What follows belongs to an exercise in optimizing a design on an open flow for small area; a production flow would make more cautious choices. Function was checked by simulation only, so behaviour that the tests miss may differ from the original.

Design modbus_slave, start of the top module:
module modbus_slave (
    input  wire        clk,
    input  wire        rst,
    input  wire        start,
    input  wire [15:0] cfg_nb_reg,
    input  wire [7:0]  cfg_slave_addr,
    output wire        busy,
    output reg         done,
    output wire [15:0] status,
    input  wire        tick,
    input  wire        rx_valid,
    input  wire [7:0]  rx_data,
    output wire        rx_ready,
    output wire        tx_valid,
    output reg  [7:0]  tx_data,
    input  wire        tx_ready,
    input  wire        tx_idle,
    output reg         de,
    output reg  [15:0] rt_addr,
    output wire        rt_re,
    output wire        rt_we,
    output wire [15:0] rt_wdata,
    input  wire [15:0] rt_rdata,
    output wire        rt_busy
);
    localparam [2:0] C_UNDEFINED  = 3'd7;   
    localparam [2:0] C_ILL_FUNC   = 3'd6;   
    localparam [2:0] C_ILL_ADDR   = 3'd5;   
    localparam [2:0] C_ILL_VALUE  = 3'd4;   
    localparam [2:0] C_NOT_FOR_US = 3'd3;   
    localparam [2:0] C_RX_TIMEOUT = 3'd2;   
    localparam [1:0] PH_FUNC = 2'd0;
    localparam [1:0] PH_META = 2'd1;
    localparam [1:0] PH_DATA = 2'd2;
    localparam [3:0] S_IDLE   = 4'd0;
    localparam [3:0] S_RX     = 4'd1;
    localparam [3:0] S_FLUSH  = 4'd2;
    localparam [3:0] S_CHECK  = 4'd3;    
    localparam [3:0] S_WRITE  = 4'd4;    
    localparam [3:0] S_TXDE   = 4'd5;    
    localparam [3:0] S_TXHDR  = 4'd6;    
    localparam [3:0] S_RDREQ  = 4'd7;    
    localparam [3:0] S_RDCAP  = 4'd8;    
    localparam [3:0] S_TXHI   = 4'd9;    
    localparam [3:0] S_TXLO   = 4'd10;   
    localparam [3:0] S_TXCRCL = 4'd11;
    localparam [3:0] S_TXCRCH = 4'd12;
    localparam [3:0] S_TXWAIT = 4'd13;   
    function [15:0] crc_byte;
        input [15:0] c;
        input [7:0]  b;
        integer k;
        reg [15:0] t;
        begin
            t = c ^ {8'h00, b};
            for (k = 0; k < 8; k = k + 1)
                t = t[0] ? ((t >> 1) ^ 16'hA001) : (t >> 1);
  ...
Size in the first run: about 3700 cells after synthesis, roughly 2300 flip-flops, roughly 120 I/O pins, roughly 57000 sq um of cells after synthesis.
clock: 10.0 ns
lec_check: 0
cap_margin: 20
core_margin: 2
core_utilization: 65
cts_cluster_diameter: 60
cts_cluster_size: 30
slew_margin: 20
run.sh (not shown) runs the stock make flow with config.mk's settings and CLKGATE_MAP_FILE= SYNTH_SCRIPT=/design/flow/synth_recipe.tcl, a recipe that flattens the netlist after the stock synthesis.
==> next run, changes <==
--- a/flow/config.mk
+++ b/flow/config.mk
@@ -9,3 +9,3 @@
 export CORE_MARGIN = 2
-export CORE_UTILIZATION = 65
+export CORE_UTILIZATION = 40
 export CTS_CLUSTER_DIAMETER = 60
Synthesized area does not change.
Sequential cell count is unchanged.
Via count goes down by 8.0%.
Non-clock buffer count rose by 1.
Clock-buffer cell count rises by 6.

* * *

modbus_slave, a different RTL version from the one above (not shown whole).
Size: about 4300 cells after synthesis, roughly 2200 flip-flops, roughly 120 I/O pins, roughly 56000 um^2 of cells after synthesis.
Settings: LEC_CHECK=0, ABC_AREA=1, CAP_MARGIN=20, CORE_MARGIN=2, CORE_UTILIZATION=55, SLEW_MARGIN=20; clock period 10.0 ns.
standard.sh (not shown) runs the stock make flow with config.mk's settings and CLKGATE_MAP_FILE= SYNTH_SCRIPT=/design/flow/synth_recipe.tcl, a recipe that flattens the netlist after the stock synthesis.
==> flow/flow/run.sh <==
#!/bin/bash
# Standard layout, with two changes: clock tree synthesis without dummy
# loads and with clkbuf_8 leaf clusters, and unit-size port buffers.
export CTS_ARGS="-sink_clustering_enable -repair_clock_nets -dont_use_dummy_load -sink_clustering_size 20 -sink_clustering_max_diameter 60 -buf_list sky130_fd_sc_hd__clkbuf_8"
export BUFFER_PORTS_ARGS="-buffer_cell sky130_fd_sc_hd__buf_1"
bash standard.sh > standard.log 2>&1
rc=$?
tail -20 standard.log
exit $rc
The starting point went through all stages and came out clean.
Then changed:
--- a/flow/flow/run.sh
+++ b/flow/flow/run.sh
@@ -4 +4 @@
-export CTS_ARGS="-sink_clustering_enable -repair_clock_nets -dont_use_dummy_load -sink_clustering_size 20 -sink_clustering_max_diameter 60 -buf_list sky130_fd_sc_hd__clkbuf_8"
+export CTS_ARGS="-sink_clustering_enable -repair_clock_nets -dont_use_dummy_load -sink_clustering_size 18 -sink_clustering_max_diameter 40 -buf_list sky130_fd_sc_hd__clkbuf_8"
After rerunning:
- The new run produced a clean layout
- synthesized area does not change
- cell count came out higher by 0.79%
- global-route usage grows by 0.13 points
- sequential cell count stays the same

static timing again, ports no longer ideal:
How much do the figures lean on ideal ports? The routed layouts below were timed once more, with nothing changed but the port constraints. Step 1 assumes that a clkbuf_16 drives the clock port and a buf_2 every other input. Step 2 also shifts input and output timing later by t, the mid clock arrival at the registers, as if the neighbouring blocks saw the same clock. Slacks: ideal ports / drivers / drivers and shift; pairs: ideal ports / drivers.
run	shift t [ns]	setup WS [ns]	worst register clock-pin slew, ns
the first run of note 1	0.789	0.609 / 0.609 / 0.609	0.12 / 0.12
the second run of note 1	0.824	0.797 / 0.797 / 0.797	0.11 / 0.11
the first run of note 2	0.879	2.642 / 2.572 / 3.451	0.12 / 0.12
the second run of note 2	0.903	2.666 / 2.595 / 3.498	0.11 / 0.11
After both steps setup and hold are still met in every run listed.
